This design comes from an exercise in tuning for small area on the open sky130 flow, not from production work. The RTL was checked by simulation tests, not by an equivalence proof against the original design. The clock port is modelled as an ideal driver; clocking choices that lean on that would not hold on a real chip.

Setup of north:
## voice_synth
module voice_synth (
    input  wire        clk,
    input  wire        rst,
    input  wire [15:0] cfg_divisor,
    input  wire [3:0]  cfg_kind,
    input  wire [47:0] cfg_period,
    input  wire        tx_ready,
    output reg  [7:0]  tx_data,
    output reg         tx_accept
);
For scale: roughly 1700 cells after synthesis, ~110 flip-flops, ~80 I/O pins.
==> flow/config.mk <==
export PLATFORM = sky130hd
export DESIGN_NAME = voice_synth
export DESIGN_NICKNAME = voice_synth
export VERILOG_FILES = /design/flow/design.v
export SDC_FILE = /design/flow/constraint.sdc
export NUM_CORES = 4
export LEC_CHECK = 0
export CAP_MARGIN = 0
export CORE_MARGIN = 2
export CORE_UTILIZATION = 50
export GPL_TIMING_DRIVEN = 0
export SLEW_MARGIN = 0
==> flow/constraint.sdc <==
create_clock -name core_clock -period 90.0 [get_ports {clk}]
set_input_delay 18.0000 -clock core_clock [delete_from_list [all_inputs] [get_ports {clk}]]
set_output_delay 18.0000 -clock core_clock [all_outputs]
set_load 0.01 [all_outputs]
standard.sh (not shown) runs the stock make flow with config.mk's settings and CLKGATE_MAP_FILE= SYNTH_SCRIPT=/design/flow/synth_recipe.tcl, a recipe that flattens the netlist after the stock synthesis.
==> flow/flow/run.sh <==
#!/bin/bash
# The standard layout (standard.sh) with these changes:
#  - synthesis maps the logic for area (flow/synth_area.tcl);
#  - the ports are buffered by the smallest buffer instead of the one
#    buffer_ports picks by default;
#  - the clock tree is built of clkbuf_8 cells, without dummy loads, and
#    after CTS each of them that can drive its clock pins with a slew of at
#    most 100 ps becomes a clkbuf_4 (flow/post_cts.tcl).
# Every step's full log is in orfs/logs/ as ORFS writes it; make's own output
# is in standard_finish.log.
set -euo pipefail
W=$(pwd)
export AREA_ABC_SCRIPT=$W/flow/abc_area.script
export FLOW_SYNTH_TCL=$W/synth_recipe.tcl
export BUFFER_PORTS_ARGS="-buffer_cell sky130_fd_sc_hd__buf_1"
export CTS_ARGS="-sink_clustering_enable -repair_clock_nets -dont_use_dummy_load -buf_list sky130_fd_sc_hd__clkbuf_8"
export POST_CTS_TCL=$W/flow/post_cts.tcl
sed "s#SYNTH_SCRIPT=[^ ]*#SYNTH_SCRIPT=$W/flow/synth_area.tcl#" standard.sh > standard_area.sh
grep -q "SYNTH_SCRIPT=$W/flow/synth_area.tcl" standard_area.sh
bash standard_area.sh finish > standard_finish.log 2>&1
==> flow/flow/abc_area.script <==
strash
ifraig
dc2
dch -f
amap
topo
==> flow/flow/post_cts.tcl <==
estimate_parasitics -placement
set limit 0.100
set n_small 0
foreach inst [get_cells * -filter "ref_name == sky130_fd_sc_hd__clkbuf_8"] {
  set name [get_full_name $inst]
  if { ![string match "clkbuf_*" $name] } { continue }
  set out [get_nets -of_objects [get_pins $name/X]]
  set loads [get_pins -of_objects $out -filter "direction == input"]
  replace_cell $name sky130_fd_sc_hd__clkbuf_4
  set worst 0
  foreach p $loads {
    set s [get_property $p slew_max]
    if { $s > $worst } { set worst $s }
  }
  if { $worst > $limit } {
    replace_cell $name sky130_fd_sc_hd__clkbuf_8
  } else {
    incr n_small
  }
}
set worst 0
foreach p [get_pins -hierarchical */CLK] {
  set s [get_property $p slew_max]
  if { $s > $worst } { set worst $s }
}
puts "post_cts: $n_small clock buffers now clkbuf_4; worst clock pin slew $worst"
detailed_placement
check_placement -verbose
Other scripts of this flow, unchanged in this note and not shown: flow/flow/synth_area.tcl
Having completed the whole flow, north delivered a layout that passed the timing, design-rule and antenna checks.
Input changes introduced in south (baseline for comparison: north):
- a deleted GPL_TIMING_DRIVEN that had been 0
==> flow/flow/run.sh <==
#!/bin/bash
# The standard layout (standard.sh) with these changes:
#  - synthesis maps the logic for area (flow/synth_area.tcl);
#  - the ports are buffered by the smallest buffer instead of the one
#    buffer_ports picks by default;
#  - the clock tree is built of clkbuf_8 cells, without dummy loads.
set -euo pipefail
W=$(pwd)
export AREA_ABC_SCRIPT=$W/flow/abc_area.script
export FLOW_SYNTH_TCL=$W/synth_recipe.tcl
export BUFFER_PORTS_ARGS="-buffer_cell sky130_fd_sc_hd__buf_1"
export CTS_ARGS="-sink_clustering_enable -repair_clock_nets -dont_use_dummy_load -buf_list sky130_fd_sc_hd__clkbuf_8"
sed "s#SYNTH_SCRIPT=[^ ]*#SYNTH_SCRIPT=$W/flow/synth_area.tcl#" standard.sh > standard_area.sh
grep -q "SYNTH_SCRIPT=$W/flow/synth_area.tcl" standard_area.sh
bash standard_area.sh finish > standard_finish.log 2>&1
==> flow/flow/abc_area.script <==
strash
dc2
dch -f
amap
topo
removed: flow/flow/post_cts.tcl
==> comparison <==
- The final layout from north, which completed every stage, passed the timing, design-rule and antenna checks at the end of the flow.
- south did not stop at any stage, and its layout met the timing, design-rule and antenna checks.
- north → south: synthesized area climbed 0.80%; global-route usage now sits higher; total cell area at the placement stage rose 2.7%.
> inputs changed (south -> east)
==> flow/flow/run.sh <==
#!/bin/bash
# The standard layout (standard.sh) with these changes:
#  - synthesis maps the logic for area (flow/synth_area.tcl);
#  - the ports are buffered by the smallest buffer instead of the one
#    buffer_ports picks by default;
#  - the clock tree is built of clkbuf_8 cells, without dummy loads, and
#    after CTS each of them that can drive its clock pins with a slew of at
#    most 100 ps becomes a clkbuf_4 (flow/post_cts.tcl);
#  - after global routing, repair_timing -recover_power downsizes gates off
#    the critical paths.
# Every step's full log is in orfs/logs/ as ORFS writes it; make's own output
# is in standard_finish.log.
set -euo pipefail
W=$(pwd)
export AREA_ABC_SCRIPT=$W/flow/abc_area.script
export FLOW_SYNTH_TCL=$W/synth_recipe.tcl
export BUFFER_PORTS_ARGS="-buffer_cell sky130_fd_sc_hd__buf_1"
export CTS_ARGS="-sink_clustering_enable -repair_clock_nets -dont_use_dummy_load -buf_list sky130_fd_sc_hd__clkbuf_8"
export POST_CTS_TCL=$W/flow/post_cts.tcl
export RECOVER_POWER=100
sed "s#SYNTH_SCRIPT=[^ ]*#SYNTH_SCRIPT=$W/flow/synth_area.tcl#" standard.sh > standard_area.sh
grep -q "SYNTH_SCRIPT=$W/flow/synth_area.tcl" standard_area.sh
bash standard_area.sh finish > standard_finish.log 2>&1
==> flow/flow/post_cts.tcl (new file) <==
estimate_parasitics -placement
set limit 0.100
set n_small 0
foreach inst [get_cells * -filter "ref_name == sky130_fd_sc_hd__clkbuf_8"] {
  set name [get_full_name $inst]
  if { ![string match "clkbuf_*" $name] } { continue }
  set out [get_nets -of_objects [get_pins $name/X]]
  set loads [get_pins -of_objects $out -filter "direction == input"]
  replace_cell $name sky130_fd_sc_hd__clkbuf_4
  set worst 0
  foreach p $loads {
    set s [get_property $p slew_max]
    if { $s > $worst } { set worst $s }
  }
  if { $worst > $limit } {
    replace_cell $name sky130_fd_sc_hd__clkbuf_8
  } else {
    incr n_small
  }
}
set worst 0
foreach p [get_pins -hierarchical */CLK] {
  set s [get_property $p slew_max]
  if { $s > $worst } { set worst $s }
}
puts "post_cts: $n_small clock buffers now clkbuf_4; worst clock pin slew $worst"
detailed_placement
check_placement -verbose
Notes after the runs:
south: all stages complete, timing, DRC and antenna checks passed
The layout from east, despite a flow that completed every stage, fails the layout checks, with the failing checks listed as capacitance limit, slew limit.
Diff south -> east: area of the multi-input gates closely matched the old numbers, met1 demand-to-capacity share in global routing ~0 delta.
The smallest setup slack after layout number comes out lower for east vs south.
## Diff of input files: west against east
- putting GPL_TIMING_DRIVEN at 0 where nothing was set
==> flow/flow/run.sh <==
#!/bin/bash
# The standard layout (standard.sh) with these changes:
#  - synthesis maps the logic for area (flow/synth_area.tcl);
#  - the ports are buffered by the smallest buffer instead of the one
#    buffer_ports picks by default;
#  - the clock tree is built of clkbuf_8 cells, without dummy loads, and
#    after CTS each of them that can drive its clock pins with a slew of at
#    most 100 ps becomes a clkbuf_4 (flow/post_cts.tcl).
# Every step's full log is in orfs/logs/ as ORFS writes it; make's own output
# is in standard_finish.log.
set -euo pipefail
W=$(pwd)
export AREA_ABC_SCRIPT=$W/flow/abc_area.script
export FLOW_SYNTH_TCL=$W/synth_recipe.tcl
export BUFFER_PORTS_ARGS="-buffer_cell sky130_fd_sc_hd__buf_1"
export CTS_ARGS="-sink_clustering_enable -repair_clock_nets -dont_use_dummy_load -buf_list sky130_fd_sc_hd__clkbuf_8"
export POST_CTS_TCL=$W/flow/post_cts.tcl
sed "s#SYNTH_SCRIPT=[^ ]*#SYNTH_SCRIPT=$W/flow/synth_area.tcl#" standard.sh > standard_area.sh
grep -q "SYNTH_SCRIPT=$W/flow/synth_area.tcl" standard_area.sh
bash standard_area.sh finish > standard_finish.log 2>&1
[summary]
- The final layout from west, which completed every stage, passed the timing, design-rule and antenna checks at the end of the flow.
- Clock skew: west vs east up 0.013 ns
- met1 routing resource usage after global routing was higher in east than in west.
- Taking east as the reference, in west shortest clock period the worst path allows after layout grew by 4.55 ns, final critical-path setup slack went down by 4.55 ns.

## separate check: timing with driven ports
No port has a modelled driver above. Below, the same layouts with a new extraction and two added sets of constraints. Step 1, drivers: a clkbuf_16 drives clk and a buf_2 each remaining input, both assumed. Step 2 moves the port delays by t, midway between the first and last clock arrival at a register: inputs arrive t later, outputs are due t later. That takes back most of the time a late clock gives input paths. Three values: ideal, step 1, step 2; two values: the first two.
run	t (ns)	setup WS [ns]	hold slack, ns	slew at the worst register clock pin (ns)	worst slew at a driven data input, ns
north	0.429	18.433 / 18.433 / 18.433	0.311 / 0.311 / 0.311	0.09 / 0.09	0.05
south	0.448	29.540 / 29.540 / 29.540	0.312 / 0.312 / 0.312	0.07 / 0.07	0.06
east	0.420	22.273 / 22.273 / 22.273	0.307 / 0.307 / 0.307	0.09 / 0.09	0.06
west	0.422	17.721 / 17.721 / 17.721	0.301 / 0.301 / 0.301	0.10 / 0.10	0.05
